Source: an optimization exercise on an open RTL-to-GDS flow (aim: small area). Production flows keep margins and buffers that such runs may drop. Only simulation tests tie the RTL to the original design; equivalence was not proved. Power and IR drop assume default switching activity.

// twms
module twms (
  input  logic        clk,
  input  logic        rst,           
  input  logic        cmd_valid,
  input  logic [1:0]  cmd_port,      
  input  logic [31:0] cmd_word,
  output logic        rsp_valid,
  output logic        rsp_ok,
  output logic [31:0] rsp_data,
  output logic [1:0]  bo0_cnt,       
  output logic [10:0] bo0_act0,
  output logic [10:0] bo0_act1,
  output logic [1:0]  bo1_cnt,       
  output logic [10:0] bo1_act0,
  output logic [10:0] bo1_act1,
  output logic        sleep_valid,   
  output logic [2:0]  sleep_level,
  output logic        pwr_asleep,    
  output logic [2:0]  pwr_level,
  output logic        halt,          
  output logic [2:0]  fcode,
  output logic [7:0]  finfo
);
Size: roughly 1100 cells after synthesis, roughly 210 flip-flops.
Settings: LEC_CHECK=0, CAP_MARGIN=20, CORE_MARGIN=2, CORE_UTILIZATION=40, PLACE_DENSITY=0.6, SLEW_MARGIN=20; clock period 10.0 ns.
run.sh (not shown) runs the stock make flow with config.mk's settings and CLKGATE_MAP_FILE= SYNTH_SCRIPT=/design/flow/synth_recipe.tcl, a recipe that flattens the netlist after the stock synthesis.
The baseline finished with timing, DRC and antenna clean.
Edit:
==> flow/flow/run.sh (new file) <==
#!/bin/bash
set -euo pipefail
bash standard.sh \
  "BUFFER_PORTS_ARGS=-buffer_cell sky130_fd_sc_hd__buf_1" \
  "CTS_ARGS=-sink_clustering_enable -repair_clock_nets -dont_use_dummy_load -buf_list sky130_fd_sc_hd__clkbuf_4 -root_buf sky130_fd_sc_hd__clkbuf_8" \
  finish > standard.log 2>&1
==> flow/standard.sh (new file) <==
#!/bin/bash
# synth_recipe.tcl (not shown) runs the flow's synth.tcl, then flattens the netlist and writes it again
# the make line also repeats each setting of config.mk as NAME=value (left out here)
make -C /OpenROAD-flow-scripts/flow DESIGN_CONFIG=/design/flow/config.mk WORK_HOME=/design/flow/orfs CLKGATE_MAP_FILE= SYNTH_SCRIPT=/design/flow/synth_recipe.tcl "${@:-finish}"
--- a/flow/config.mk
+++ b/flow/config.mk
@@ -7,2 +7,3 @@
 export LEC_CHECK = 0
+export ABC_AREA = 1
 export CAP_MARGIN = 20
removed: flow/run.sh
Core utilization decreases by 4.2 points.
Wire length decreases by 3.3%.
Count of clock-buffer cells in the layout increases by 24.
Sequential share of layout area increases by 6.3 points.
Maximum frequency increases by about 23%.
Global-route usage increases by 0.67 points.
Register-to-register slack improved by 0.49 ns.

---

Another version of the RTL of twms (not shown whole).
For scale: ~1200 cells after synthesis, about 210 flip-flops, ~11000 um^2 of cells after synthesis.
clock: 10.0 ns
lec_check: 0
abc_area: 1
cap_margin: 20
core_margin: 2
core_utilization: 65
place_density: 0.8
slew_margin: 20
standard.sh (not shown) runs the stock make flow with config.mk's settings and CLKGATE_MAP_FILE= SYNTH_SCRIPT=/design/flow/synth_recipe.tcl, a recipe that flattens the netlist after the stock synthesis.
==> flow/flow/run.sh <==
#!/bin/bash
# The standard layout (standard.sh) with two changes: the port buffers are
# the smallest buffer (buf_1), and the clock tree uses clkbuf_8 buffers with
# clusters of at most 14 sinks and no dummy loads.
set -euo pipefail
bash standard.sh \
  "BUFFER_PORTS_ARGS=-buffer_cell sky130_fd_sc_hd__buf_1" \
  "CTS_ARGS=-sink_clustering_enable -repair_clock_nets -dont_use_dummy_load -buf_list sky130_fd_sc_hd__clkbuf_8 -root_buf sky130_fd_sc_hd__clkbuf_8 -sink_clustering_size 14 -sink_clustering_max_diameter 60" \
  finish > standard.log 2>&1
==> next run, changes <==
--- a/flow/flow/run.sh
+++ b/flow/flow/run.sh
@@ -2,3 +1,0 @@
-# The standard layout (standard.sh) with two changes: the port buffers are
-# the smallest buffer (buf_1), and the clock tree uses clkbuf_8 buffers with
-# clusters of at most 14 sinks and no dummy loads.
@@ -8,0 +6 @@
+  RECOVER_POWER=100 \
CORE_UTILIZATION = 40   (was 65)
PLACE_DENSITY = 0.6   (was 0.8)
With this change the flow finished with capacitance limit, slew limit left; setup slack loses 1400 ps; design area rises by 0.80%; power rises by 2.4%; wire length increases by 13%; non-clock buffer count does not change; combinational power hardly moves; register-to-register slack loses 1200 ps; clock power rises by 8.8%; first-iteration DRC count fell by 19%.
==> next run, changes <==
--- a/flow/flow/run.sh
+++ b/flow/flow/run.sh
@@ -1,0 +2,3 @@
+# The standard layout (standard.sh) with two changes: the port buffers are
+# the smallest buffer (buf_1), and the clock tree uses clkbuf_8 buffers with
+# clusters of at most 14 sinks and no dummy loads.
@@ -6 +8,0 @@
-  RECOVER_POWER=100 \
=> Now the flow completed with no timing, DRC or antenna violations. Synthesized area is unchanged. Cell count is unchanged. Global-route usage is unchanged. Clock power is about the same. Design area rises by 1.2%. Power hardly moves. Flip-flop and latch count stays the same. Clock-buffer cell count is unchanged. First-iteration DRC count decreases by 1.3%.

---

run 1:
twms, a different RTL version from the one above (not shown whole).
For scale: roughly 1200 cells after synthesis, ~210 flip-flops.
==> flow/config.mk <==
export PLATFORM = sky130hd
export DESIGN_NAME = twms
export DESIGN_NICKNAME = twms
export VERILOG_FILES = /design/flow/design.v
export SDC_FILE = /design/flow/constraint.sdc
export NUM_CORES = 4
export LEC_CHECK = 0
export ABC_AREA = 1
export CAP_MARGIN = 20
export CORE_MARGIN = 2
export CORE_UTILIZATION = 65
export PLACE_DENSITY = 0.8
export SLEW_MARGIN = 20
==> flow/constraint.sdc <==
create_clock -name core_clock -period 10.0 [get_ports {clk}]
set_input_delay 2.0000 -clock core_clock [delete_from_list [all_inputs] [get_ports {clk}]]
set_output_delay 2.0000 -clock core_clock [all_outputs]
set_load 0.01 [all_outputs]
==> flow/flow/run.sh <==
#!/bin/bash
# The standard layout (standard.sh) with two changes: the port buffers are
# the smallest buffer (buf_1), and the clock tree uses clkbuf_8 buffers with
# clusters of at most 14 sinks and no dummy loads.
set -euo pipefail
bash standard.sh \
  "BUFFER_PORTS_ARGS=-buffer_cell sky130_fd_sc_hd__buf_1" \
  "CTS_ARGS=-sink_clustering_enable -repair_clock_nets -dont_use_dummy_load -buf_list sky130_fd_sc_hd__clkbuf_8 -root_buf sky130_fd_sc_hd__clkbuf_8 -sink_clustering_size 20 -sink_clustering_max_diameter 100" \
  finish > standard.log 2>&1
### run 1 -> run 2
Settings: CAP_MARGIN now 5, was 20; PLACE_DENSITY now 0.65, was 0.8; CORE_UTILIZATION now 45, was 65; SLEW_MARGIN now 5, was 20.
==> flow/flow/run.sh <==
#!/bin/bash
# The standard layout (standard.sh) with three changes: the port buffers
# are the smallest buffer (buf_1); before the placement repair, gates with
# slack are sized down (flow/downsize.tcl); and the clock tree uses clkbuf_8
# buffers with clusters of at most 16 sinks and no dummy loads.
set -euo pipefail
here=$(pwd)
bash standard.sh \
  "BUFFER_PORTS_ARGS=-buffer_cell sky130_fd_sc_hd__buf_1" \
  "PRE_RESIZE_TCL=$here/flow/downsize.tcl" \
  "CTS_ARGS=-sink_clustering_enable -repair_clock_nets -dont_use_dummy_load -buf_list sky130_fd_sc_hd__clkbuf_8 -root_buf sky130_fd_sc_hd__clkbuf_8 -sink_clustering_size 16 -sink_clustering_max_diameter 80" \
  finish > standard.log 2>&1
==> flow/flow/downsize.tcl (new file) <==
# Before the placement repair: shrink gates that synthesis sized up for speed
# the design does not need; repair_design then fixes any slew or load limit.
set_dont_use $::env(DONT_USE_CELLS)
estimate_parasitics -placement
repair_timing -recover_power 100 -verbose
Notes after the runs:
- Relative to run 1, the tapcell count of run 2 is higher by about 50%.
- Total global routing track utilization is higher on run 1
- The final layout from run 2, which completed every stage, passed the timing, DRC and antenna checks at the end of the flow.
- Post-route cell area (run 2 vs. run 1) increases slightly
Input-level comparison between run 3 and run 2:
Settings: swapping 0.65 for 0.6 in PLACE_DENSITY; swapping 5 for 20 in SLEW_MARGIN; swapping 45 for 40 in CORE_UTILIZATION; swapping 5 for 20 in CAP_MARGIN.
==> flow/flow/run.sh <==
#!/bin/bash
# The standard layout (standard.sh) with two changes: the port buffers are
# the smallest buffer (buf_1), and the clock tree uses clkbuf_8 buffers with
# clusters of at most 14 sinks and no dummy loads.
set -euo pipefail
bash standard.sh \
  "BUFFER_PORTS_ARGS=-buffer_cell sky130_fd_sc_hd__buf_1" \
  "CTS_ARGS=-sink_clustering_enable -repair_clock_nets -dont_use_dummy_load -buf_list sky130_fd_sc_hd__clkbuf_8 -root_buf sky130_fd_sc_hd__clkbuf_8 -sink_clustering_size 14 -sink_clustering_max_diameter 60" \
  finish > standard.log 2>&1
removed: flow/flow/downsize.tcl
### Flow results
Run 3 vs run 2: highest clock rate up. | proportion of layout cells with a drive suffix above 1 | higher: run 3 |. Power attributed to sequential cells: run 3 vs run 2, no meaningful difference. [run 3 vs run 2] internal power: higher in run 3. Run 3 ends up with a final cycle utilization of the critical path that is 11 points lower than in run 2. [compare] base=run 2 new=run 3: global-route track usage on met2 lower, total power climbed 3.1%.
Changes in run 4 relative to run 3:
Settings: a change of CORE_UTILIZATION from 40 to 45; a change of PLACE_DENSITY from 0.6 to 0.65.
diff --git a/flow/flow/run.sh b/flow/flow/run.sh
--- a/flow/flow/run.sh
+++ b/flow/flow/run.sh
@@ -8 +8 @@
-  "CTS_ARGS=-sink_clustering_enable -repair_clock_nets -dont_use_dummy_load -buf_list sky130_fd_sc_hd__clkbuf_8 -root_buf sky130_fd_sc_hd__clkbuf_8 -sink_clustering_size 14 -sink_clustering_max_diameter 60" \
+  "CTS_ARGS=-sink_clustering_enable -repair_clock_nets -dont_use_dummy_load -buf_list sky130_fd_sc_hd__clkbuf_8 -root_buf sky130_fd_sc_hd__clkbuf_8 -sink_clustering_size 17 -sink_clustering_max_diameter 50" \
Between run 3 and run 4, largest stage delay on the critical path increased.
Share of final layout cell area taken by clock buffers and inverters across run 4 and run 3: no real change.
Per the comparison of run 4 with run 3, total power flat; core utilization up 5.1 points; final critical-path required period up 0.31 ns.
The run with more setup slack is run 3; run 4 has less.
[run 4] peak fanout along the critical path fell 21% relative to run 3
As far as proportion of layout cells with a drive suffix above 1 is concerned, run 4 and run 3 perform about the same.
Compared to run 3, run 4 has switching fraction of total power 0.35 points lower.
Against run 3 as the reference, run 4 delivers a higher global-route usage.
Between run 3 and run 4, the flow reports die width decreasing by a few percent.

---

twms again, from the RTL that the note above started with.
clock: 10.0 ns
lec_check: 0
abc_area: 1
cap_margin: 20
core_margin: 2
core_utilization: 50
place_density: 0.75
slew_margin: 20
==> flow/flow/run.sh <==
#!/bin/bash
# The standard layout (standard.sh) with three changes: the port buffers
# are the smallest buffer (buf_1); before the placement repair, gates with
# slack are sized down (flow/downsize.tcl); and the clock tree uses clkbuf_8
# buffers with clusters of at most 18 sinks and no dummy loads.
set -euo pipefail
here=$(pwd)
bash standard.sh \
  "BUFFER_PORTS_ARGS=-buffer_cell sky130_fd_sc_hd__buf_1" \
  "PRE_RESIZE_TCL=$here/flow/downsize.tcl" \
  "CTS_ARGS=-sink_clustering_enable -repair_clock_nets -dont_use_dummy_load -buf_list sky130_fd_sc_hd__clkbuf_8 -root_buf sky130_fd_sc_hd__clkbuf_8 -sink_clustering_size 18 -sink_clustering_max_diameter 90" \
  finish > standard.log 2>&1
==> flow/flow/downsize.tcl <==
# Before the placement repair: shrink gates that synthesis sized up for speed
# the design does not need; repair_design then fixes any slew or load limit.
set_dont_use $::env(DONT_USE_CELLS)
estimate_parasitics -placement
repair_timing -recover_power 100 -verbose
The baseline completed with no timing, DRC or antenna violations.
Edit:
==> flow/flow/run.sh (replaced) <==
#!/bin/bash
# The standard layout (standard.sh) with two changes: the port buffers are
# the smallest buffer (buf_1), and the clock tree uses clkbuf_8 buffers with
# clusters of at most 14 sinks and no dummy loads.
set -euo pipefail
bash standard.sh \
  "BUFFER_PORTS_ARGS=-buffer_cell sky130_fd_sc_hd__buf_1" \
  "CTS_ARGS=-sink_clustering_enable -repair_clock_nets -dont_use_dummy_load -buf_list sky130_fd_sc_hd__clkbuf_8 -root_buf sky130_fd_sc_hd__clkbuf_8 -sink_clustering_size 14 -sink_clustering_max_diameter 60" \
  finish > standard.log 2>&1
--- a/flow/config.mk
+++ b/flow/config.mk
@@ -10,4 +10,4 @@
 export CORE_MARGIN = 2
-export CORE_UTILIZATION = 50
-export PLACE_DENSITY = 0.75
+export CORE_UTILIZATION = 45
+export PLACE_DENSITY = 0.65
 export SLEW_MARGIN = 20
removed: flow/flow/downsize.tcl
Effect: The new run went through all stages and came out clean; maximum frequency went down by 2.8%; final area increases by 1.3%; setup slack got worse by 0.17 ns; clock power climbs by 20%; utilization is lower by 5.1 points; synthesized area is unchanged; synthesized cell count does not change; die area grows by 11%; total power goes up by 4.4%; count of clock-buffer cells in the layout came out higher by 6.

---

== run A ==
twms again, from the RTL that the note above started with.
clock: 10.0 ns
lec_check: 0
abc_area: 1
cap_margin: 20
core_margin: 2
core_utilization: 45
place_density: 0.65
slew_margin: 20
==> flow/flow/run.sh <==
#!/bin/bash
# The standard layout (standard.sh) with two changes: the port buffers are
# the smallest buffer (buf_1), and the clock tree uses clkbuf_8 buffers with
# clusters of at most 14 sinks and no dummy loads.
set -euo pipefail
bash standard.sh \
  "BUFFER_PORTS_ARGS=-buffer_cell sky130_fd_sc_hd__buf_1" \
  "CTS_ARGS=-sink_clustering_enable -repair_clock_nets -dont_use_dummy_load -buf_list sky130_fd_sc_hd__clkbuf_16 -root_buf sky130_fd_sc_hd__clkbuf_8 -sink_clustering_size 26 -sink_clustering_max_diameter 70" \
  finish > standard.log 2>&1
Run A | stages: all done | timing, DRC, antenna: all pass
> inputs changed (run A -> run B)
==> flow/flow/run.sh <==
#!/bin/bash
# The standard layout (standard.sh) with three changes: the port buffers
# are the smallest buffer (buf_1); before the placement repair, gates with
# slack are sized down (flow/downsize.tcl); and the clock tree uses clkbuf_8
# buffers with clusters of at most 14 sinks and no dummy loads.
set -euo pipefail
here=$(pwd)
bash standard.sh \
  "BUFFER_PORTS_ARGS=-buffer_cell sky130_fd_sc_hd__buf_1" \
  "PRE_RESIZE_TCL=$here/flow/downsize.tcl" \
  "CTS_ARGS=-sink_clustering_enable -repair_clock_nets -dont_use_dummy_load -buf_list sky130_fd_sc_hd__clkbuf_8 -root_buf sky130_fd_sc_hd__clkbuf_8 -sink_clustering_size 14 -sink_clustering_max_diameter 60" \
  finish > standard.log 2>&1
==> flow/flow/downsize.tcl (new file) <==
# Before the placement repair: shrink gates that synthesis sized up for speed
# the design does not need; repair_design then fixes any slew or load limit.
set_dont_use $::env(DONT_USE_CELLS)
estimate_parasitics -placement
repair_timing -recover_power 100 -verbose
Notes after the runs:
Run B | status: complete | timing, DRC, antenna: pass
Higher final clock period utilization by the worst path among run A and run B: run B
Looking at worst hold slack across all endpoints across run A and run B, the one that comes out higher is run A.
Of run A and run B, the lower first-pass GRT wire length belongs to run A.
Run B vs. run A: setup slack fell 510 ps, fmax fell 8.0%.
Compared with run A, placement density in the core of run B is lower.
Comparing the two runs side by side, run B comes out behind run A on via count.
## Diff of input files: run C against run B
- CORE_UTILIZATION: 45 -> 55
==> flow/flow/run.sh <==
#!/bin/bash
# The standard layout (standard.sh) with three changes: the port buffers
# are the smallest buffer (buf_1); before the placement repair, gates with
# slack are sized down (flow/downsize.tcl); and the clock tree uses clkbuf_8
# buffers with clusters of at most 18 sinks and no dummy loads.
set -euo pipefail
here=$(pwd)
bash standard.sh \
  "BUFFER_PORTS_ARGS=-buffer_cell sky130_fd_sc_hd__buf_1" \
  "PRE_RESIZE_TCL=$here/flow/downsize.tcl" \
  "CTS_ARGS=-sink_clustering_enable -repair_clock_nets -dont_use_dummy_load -buf_list sky130_fd_sc_hd__clkbuf_8 -root_buf sky130_fd_sc_hd__clkbuf_8 -sink_clustering_size 18 -sink_clustering_max_diameter 90" \
  finish > standard.log 2>&1
[run C] sequential share of layout area rose 0.50 points relative to run B. Comparing run B with run C, the area after synthesis came out essentially unchanged. From run B to run C the numbers moved as follows: share of total power in the clock network dropped 2.4 points; number of buffers between clock root and the deepest sink about even; number of nets in the finished design fell 4.
#### Input delta (run D over run C)
- CORE_UTILIZATION now 45, was 55
Notes after the runs:
Routed length per instance for run D is lower than for run C.
Diff run C -> run D: max-capacitance violation count essentially unchanged, final clock skew increased 16 ps, total track usage decreased 5.5 points.
## Diff of input files: run E against run D
==> flow/flow/run.sh <==
#!/bin/bash
# The standard layout (standard.sh) with two changes: the port buffers are
# the smallest buffer (buf_1), and the clock tree uses clkbuf_8 buffers with
# clusters of at most 14 sinks and no dummy loads.
set -euo pipefail
bash standard.sh \
  "BUFFER_PORTS_ARGS=-buffer_cell sky130_fd_sc_hd__buf_1" \
  "CTS_ARGS=-sink_clustering_enable -repair_clock_nets -dont_use_dummy_load -buf_list sky130_fd_sc_hd__clkbuf_8 -root_buf sky130_fd_sc_hd__clkbuf_8 -sink_clustering_size 20 -sink_clustering_max_diameter 100" \
  finish > standard.log 2>&1
removed: flow/flow/downsize.tcl
[summary]
- Number of non-clock buffers in the layout ends up lower on run E.
- The worst slack on hold paths of run E and that of run D are within noise of each other.
- Reported for run E and run D, async set-or-reset flop fraction in the synthesized netlist turned out identical to the last digit.
- The final standard cell area without fillers was comparable across run E and run D.
- Of run E and run D, the run reporting the lower met3 wirelength from detailed routing was run E.
- Run E: final period demand of the worst path 580 ps below run D
- Of the two candidates, run D has the worse total power and run E the better one.
- Looking at run E and run D, the post-route core utilization is a wash.

static timing again, ports no longer ideal:
The results above use ideal ports. As a check the final layouts listed here were re-extracted and re-timed, cells and wires unchanged. Step 1 sets driving cells, clkbuf_16 on the clock port and buf_2 on the other inputs (assumed; they add their load-dependent delay and slew). Step 2, shift: input delay + t, output delay - t, t = (earliest + latest rising clock arrival at the registers) / 2. This alone moves slack from input paths to output paths. a / b / c = no drivers / after step 1 / after step 2; a / b = the first two.
| run | shift t [ns] | setup slack, ns | hold slack, ns | worst setup path after step 2 | clock arrival spread, ns |
|---|---|---|---|---|---|
| the first run of note 1 | 0.570 | 3.119 / 3.147 / 2.577 | 0.666 / 0.666 / 0.666 | input to register | 0.017 / 0.016 |
| the second run of note 1 | 0.556 | 4.410 / 4.369 / 4.011 | 0.804 / 0.804 / 0.804 | input to register | 0.042 / 0.042 |
| the first run of note 2 | 0.536 | 4.425 / 4.384 / 4.448 | 0.770 / 0.770 / 0.770 | input to register | 0.065 / 0.065 |
| the second run of note 2 | 0.558 | 2.996 / 3.013 / 2.455 | 0.729 / 0.729 / 0.729 | input to register | 0.064 / 0.064 |
| the third run of note 2 | 0.554 | 4.242 / 4.202 / 4.499 | 0.731 / 0.731 / 0.731 | input to register | 0.064 / 0.064 |
| run 1 | 0.525 | 4.459 / 4.418 / 4.060 | 0.724 / 0.724 / 0.724 | input to register | 0.054 / 0.054 |
| run 2 | 0.536 | 3.408 / 3.362 / 3.106 | 0.744 / 0.744 / 0.744 | input to register | 0.043 / 0.044 |
| run 3 | 0.562 | 4.463 / 4.423 / 4.528 | 0.723 / 0.723 / 0.723 | input to register | 0.034 / 0.034 |
| run 4 | 0.572 | 4.158 / 4.113 / 4.279 | 0.734 / 0.734 / 0.734 | input to register | 0.041 / 0.040 |
| the first run of note 4 | 0.537 | 4.348 / 4.309 / 3.917 | 0.719 / 0.719 / 0.719 | input to register | 0.056 / 0.056 |
| the second run of note 4 | 0.556 | 4.183 / 4.139 / 4.334 | 0.697 / 0.697 / 0.697 | input to register | 0.067 / 0.068 |
| run A | 0.552 | 4.125 / 4.081 / 4.293 | 0.709 / 0.709 / 0.709 | input to register | 0.094 / 0.095 |
| run B | 0.561 | 3.613 / 3.569 / 3.921 | 0.706 / 0.706 / 0.706 | input to register | 0.036 / 0.036 |
| run C | 0.543 | 4.470 / 4.479 / 3.936 | 0.735 / 0.735 / 0.735 | input to register | 0.044 / 0.044 |
| run D | 0.532 | 3.631 / 3.590 / 3.982 | 0.736 / 0.736 / 0.736 | input to register | 0.060 / 0.059 |
| run E | 0.526 | 4.209 / 4.168 / 4.302 | 0.736 / 0.736 / 0.736 | input to register | 0.047 / 0.047 |
For the first run of note 1, which loses most, drivers alone change the setup slack by +0.028 ns; drivers and shift together by -0.542 ns.
